Context: an optimization exercise on an open-source flow, tuned for small area, a short achievable clock period and few clock cycles. The choices shown serve that exercise and are no tape-out recipe.
In this exercise RTL edits were held to simulation tests only and were not proved equivalent to the original.
Power is estimated from default activity; no workload was simulated.

Setup of job 8982:
Design pfsm, start of the top module:
module pfsm #(
    parameter [7:0] MARKER0      = 8'hA5,
    parameter [7:0] MARKER1      = 8'h5A,
    parameter [7:0] RETRY_BUDGET = 8'd2
) (
    input  wire         clk,
    input  wire         rst,
    input  wire         h_valid,
    output wire         h_ready,
    input  wire [18:0]  h_data,
    output reg          r_valid,
    input  wire         r_ready,
    output reg  [7:0]   r_data,
    output reg          r_last,
    input  wire         irq_valid,
    input  wire [3:0]   irq_flags,
    output reg          o_valid,
    input  wire         o_ready,
    output reg  [3:0]   o_op,
    output reg  [7:0]   o_data,
    input  wire         i_valid,
    output wire         i_ready,
    input  wire [7:0]   i_data,
    output wire         cip_req,
    output wire         cip_dir,
    output wire [127:0] cip_din,
    output wire [127:0] cip_key,
    input  wire         cip_done,
    input  wire         cip_timeout,
    input  wire [127:0] cip_dout,
    output wire         idle,
    output wire         fatal,
    output wire [2:0]   fault
);
    localparam [6:0] MAX_FRAME = 7'd96;
    localparam [3:0] OP_CONFIGURE = 4'd1,
                     OP_RX_ARM    = 4'd2,
                     OP_STROBE_RDY= 4'd3,
                     OP_FLUSH_RX  = 4'd4,
                     OP_FIFO_WR   = 4'd5,
                     OP_FIFO_BYTE = 4'd6,
                     OP_STROBE_TX = 4'd7,
                     OP_POWER_DN  = 4'd8,
                     OP_FIFO_RD   = 4'd9,
                     OP_METRICS   = 4'd10,
                     OP_MSG_AVAIL = 4'd11,
                     OP_DATA_SENT = 4'd12;
    localparam [1:0] M_UNINIT = 2'd0, M_RUN = 2'd1, M_STOPPED = 2'd2;
    localparam [2:0] F_OVERSIZE = 3'd1, F_NOT_INIT = 3'd2, F_TXDONE = 3'd3,
  ...
==> flow/config.mk <==
export PLATFORM = sky130hd
export DESIGN_NAME = pfsm
export DESIGN_NICKNAME = pfsm
export VERILOG_FILES = /design/flow/design.v
export SDC_FILE = /design/flow/constraint.sdc
export NUM_CORES = 8
export LEC_CHECK = 0
export CAP_MARGIN = 20
export CORE_MARGIN = 2
export CORE_UTILIZATION = 40
export SLEW_MARGIN = 20
==> flow/constraint.sdc <==
create_clock -name core_clock -period 10.0 [get_ports {clk}]
set_input_delay 2.0000 -clock core_clock [delete_from_list [all_inputs] [get_ports {clk}]]
set_output_delay 2.0000 -clock core_clock [all_outputs]
set_load 0.01 [all_outputs]
standard.sh (not shown) runs the stock make flow with config.mk's settings and CLKGATE_MAP_FILE= SYNTH_SCRIPT=/design/flow/synth_recipe.tcl, a recipe that flattens the netlist after the stock synthesis.
==> flow/flow/run.sh <==
#!/bin/bash
export SETUP_SLACK_MARGIN=6.5
export SKIP_GATE_CLONING=1
export BUFFER_PORTS_ARGS="-buffer_cell sky130_fd_sc_hd__buf_1"
export CTS_CLUSTER_SIZE=30
export CTS_CLUSTER_DIAMETER=100
bash standard.sh finish > standard.log 2>&1
Testbench counts of job 8982, summed over its fixed seeds: cycles 164,378.
Edits applied to the flow inputs when going from job 8982 to job 5671:
==> flow/flow/run.sh <==
#!/bin/bash
export SETUP_SLACK_MARGIN=6.5
export BUFFER_PORTS_ARGS="-buffer_cell sky130_fd_sc_hd__buf_1"
export CTS_CLUSTER_SIZE=25
export CTS_CLUSTER_DIAMETER=80
bash standard.sh finish > standard.log 2>&1
## What came out
No crash in job 5671: every stage finished, but the layout fails its final checks due to max-capacitance violations, max-slew violations.
NOTE: global-route wire length before repair in job 5671 exceeds that of job 8982
Diff job 8982 -> job 5671 | worst slew margin relative to its limit | decrease of 34 points
Flip-flop and latch count of job 8982 is on par with job 5671.
Delta (job 5671 minus job 8982): via count held steady; met3 global-route usage now sits higher; area of all placed cells without fillers now sits higher.
Routed wire length improves in job 5671 relative to job 8982.
The following lists how job 9735 was set up differently from job 5671:
-- flow/flow/run.sh --
<<< job 5671, line 2
>>> job 9735, line 2
# Standard layout with a tighter setup repair target and small port buffers.
<<< job 5671, line 4
export CTS_CLUSTER_SIZE=25
export CTS_CLUSTER_DIAMETER=80
>>> job 9735, line 5
### Flow results
Job 9735 went all the way through synthesis, placement and routing and the layout is clean on timing, DRC and antenna.
Job 9735 vs job 5671: area growth from synthesis to layout up in job 9735
Fmax delta (job 9735 − job 5671): favourable
Per the comparison of job 9735 with job 5671, routed wire length now larger, multi-input logic area now smaller.
Non-filler instance count after layout up 212 in job 9735 wrt job 5671
Job 9735 has number of filler cells placed in the layout below what job 5671 had.
Job 9735 vs job 5671 on fraction of area in registers: job 9735 is the lower one.

* * *

build 15:
Another version of the RTL of pfsm (not shown whole).
Size: about 2,100 flip-flops, roughly 460 I/O pins, about 72,000 um2 of cells after synthesis.
Settings: LEC_CHECK=0, CAP_MARGIN=20, CORE_MARGIN=2, CORE_UTILIZATION=60, SLEW_MARGIN=20; clock period 10.0 ns.
==> flow/flow/run.sh <==
#!/bin/bash
# Layout: the standard ORFS flow (standard.sh, unchanged synthesis) with
# these settings:
#  - timing repair aims for 6.9 ns of setup slack (the default flow allows 5),
#  - no gate cloning during timing repair,
#  - port buffers are sky130_fd_sc_hd__buf_1,
#  - clock-tree sink clusters of up to 25 flip-flops within 80 um.
# All tool output goes to standard.log here (and ORFS's own logs under orfs/).
export SETUP_SLACK_MARGIN=6.9
export SKIP_GATE_CLONING=1
export BUFFER_PORTS_ARGS="-buffer_cell sky130_fd_sc_hd__buf_1"
export CTS_CLUSTER_SIZE=25
export CTS_CLUSTER_DIAMETER=80
bash standard.sh finish > standard.log 2>&1
Build 15: done, clean on timing, DRC and antenna
Testbench counts of build 15, summed over its fixed seeds: cycles 167,131.
For build 22, these inputs were changed with respect to build 15:
- PLACE_DENSITY newly set to 0.75
==> flow/flow/run.sh <==
#!/bin/bash
# Layout: the standard ORFS flow (standard.sh, unchanged synthesis) with
# these settings:
#  - timing repair aims for 6.5 ns of setup slack (the default flow allows 5),
#  - no gate cloning during timing repair,
#  - port buffers are sky130_fd_sc_hd__buf_1,
#  - clock-tree sink clusters of up to 25 flip-flops within 80 um.
# All tool output goes to standard.log here (and ORFS's own logs under orfs/).
export SETUP_SLACK_MARGIN=6.5
export SKIP_GATE_CLONING=1
export BUFFER_PORTS_ARGS="-buffer_cell sky130_fd_sc_hd__buf_1"
export CTS_CLUSTER_SIZE=25
export CTS_CLUSTER_DIAMETER=80
bash standard.sh finish > standard.log 2>&1
Findings:
- As far as total negative slack for setup checks goes, build 15 and build 22 are indistinguishable; the numbers are identical.
- Of build 15 and build 22, the lower final design area excluding fillers belongs to build 22.
- Build 22 was carried through to the last stage, and its layout satisfied the timing, DRC and antenna checks.
- Build 22: combinational share of power 0.2 points below build 15
Edits applied to the flow inputs when going from build 22 to build 14:
- PLACE_DENSITY no longer set, was 0.75
==> flow/flow/run.sh <==
#!/bin/bash
# Layout: the standard ORFS flow (standard.sh, unchanged synthesis) with
# these settings:
#  - timing repair aims for 6.7 ns of setup slack (the default flow allows 5),
#  - no gate cloning during timing repair,
#  - port buffers are sky130_fd_sc_hd__buf_1,
#  - clock-tree sink clusters of up to 25 flip-flops within 80 um.
# All tool output goes to standard.log here (and ORFS's own logs under orfs/).
export SETUP_SLACK_MARGIN=6.7
export SKIP_GATE_CLONING=1
export BUFFER_PORTS_ARGS="-buffer_cell sky130_fd_sc_hd__buf_1"
export CTS_BUF_LIST="sky130_fd_sc_hd__clkbuf_8 sky130_fd_sc_hd__clkbuf_16"
export CTS_CLUSTER_SIZE=25
export CTS_CLUSTER_DIAMETER=80
bash standard.sh finish > standard.log 2>&1
Notes after the runs:
- As of build 14, number of signal-net buffers in the layout had risen by more than a quarter compared to build 22.
- Fraction of the cycle the final worst path needs ended up 0.88 points lower on build 14 than on build 22.
- Build 22 has a higher detailed-router iteration count before antenna repair than build 14.
- Summary of build 14 over build 22: max-slew headroom at the worst pin rose by 1.9 points; fraction of area in multi-input gates stayed essentially flat; clock-buffer cell count fell by 36; worst setup slack after layout rose by 0.088 ns.

* * *

Another version of the RTL of pfsm (not shown whole).
Size: about 460 I/O pins.
clock: 10.0 ns
lec_check: 0
cap_margin: 20
core_margin: 2
core_utilization: 65
slew_margin: 20
==> flow/flow/run.sh <==
#!/bin/bash
# Layout: the standard ORFS flow (standard.sh, unchanged synthesis) with
# these settings:
#  - timing repair aims for 6.7 ns of setup slack (the default flow allows 5),
#  - no gate cloning during timing repair,
#  - port buffers are sky130_fd_sc_hd__buf_1,
#  - clock-tree sink clusters of up to 25 flip-flops within 80 um.
# All tool output goes to standard.log here (and ORFS's own logs under orfs/).
export SETUP_SLACK_MARGIN=6.7
export SKIP_GATE_CLONING=1
export BUFFER_PORTS_ARGS="-buffer_cell sky130_fd_sc_hd__buf_1"
export CTS_CLUSTER_SIZE=25
export CTS_CLUSTER_DIAMETER=80
bash standard.sh finish > standard.log 2>&1
Testbench counts at the start, summed over its fixed seeds: cycles 165,331.
Change:
==> flow/flow/run.sh (replaced) <==
#!/bin/bash
# Layout: the standard ORFS flow (standard.sh, unchanged synthesis) with
# these settings:
#  - timing repair aims for 6.6 ns of setup slack (the default flow allows 5),
#  - no gate cloning during timing repair,
#  - port buffers are sky130_fd_sc_hd__buf_1,
#  - clock-tree sink clusters of up to 25 flip-flops within 80 um.
# All tool output goes to standard.log here (and ORFS's own logs under orfs/).
export SETUP_SLACK_MARGIN=6.6
export SKIP_GATE_CLONING=1
export BUFFER_PORTS_ARGS="-buffer_cell sky130_fd_sc_hd__buf_1"
export CTS_CLUSTER_SIZE=25
export CTS_CLUSTER_DIAMETER=80
bash standard.sh finish > standard.log 2>&1
--- a/flow/config.mk
+++ b/flow/config.mk
@@ -8,4 +8,4 @@
 export CAP_MARGIN = 20
 export CORE_MARGIN = 2
-export CORE_UTILIZATION = 65
+export CORE_UTILIZATION = 60
 export SLEW_MARGIN = 20
The new run produced a clean layout.
Worst hold slack improved by 0.0075 ns.
First-iteration DRC count goes down by a few percent.
Setup slack got worse by 0.025 ns.
Combinational power hardly moves.
Utilization decreases by 6.5 points.
Critical path depth came out higher by 8.
Power rises slightly.

[afterwards: timing with drivers on the ports]
How much do the figures lean on ideal ports? The routed layouts below were timed once more, with nothing changed but the port constraints.
Step 1 assumes that a clkbuf_16 drives the clock port and a buf_2 every other input.
Step 2, shift: input delay + t, output delay - t, t = (earliest + latest rising clock arrival at the registers) / 2. This alone moves slack from input paths to output paths.
Three values: ideal, step 1, step 2; two values: the first two.
run | t, ns | setup WS [ns] | worst data-port slew with drivers (ns) | cell pins on the clock port's net
job 8982 | 0.827 | 6.425 / 6.466 / 5.643 | 0.19 | 1
job 5671 | 0.868 | 6.408 / 6.447 / 5.579 | 0.18 | 1
job 9735 | 0.901 | 6.498 / 6.449 / 5.624 | 0.18 | 1
build 15 | 0.770 | 6.608 / 6.536 / 6.057 | 0.17 | 1
build 22 | 0.793 | 6.507 / 6.492 / 5.739 | 0.15 | 1
build 14 | 0.780 | 6.594 / 6.518 / 5.941 | 0.17 | 1
the first run of note 3 | 0.784 | 6.620 / 6.550 / 5.845 | 0.17 | 1
the second run of note 3 | 0.796 | 6.595 / 6.559 / 5.832 | 0.17 | 1
For job 9735, which loses most, drivers alone change the setup slack by -0.049 ns; drivers and shift together by -0.874 ns.
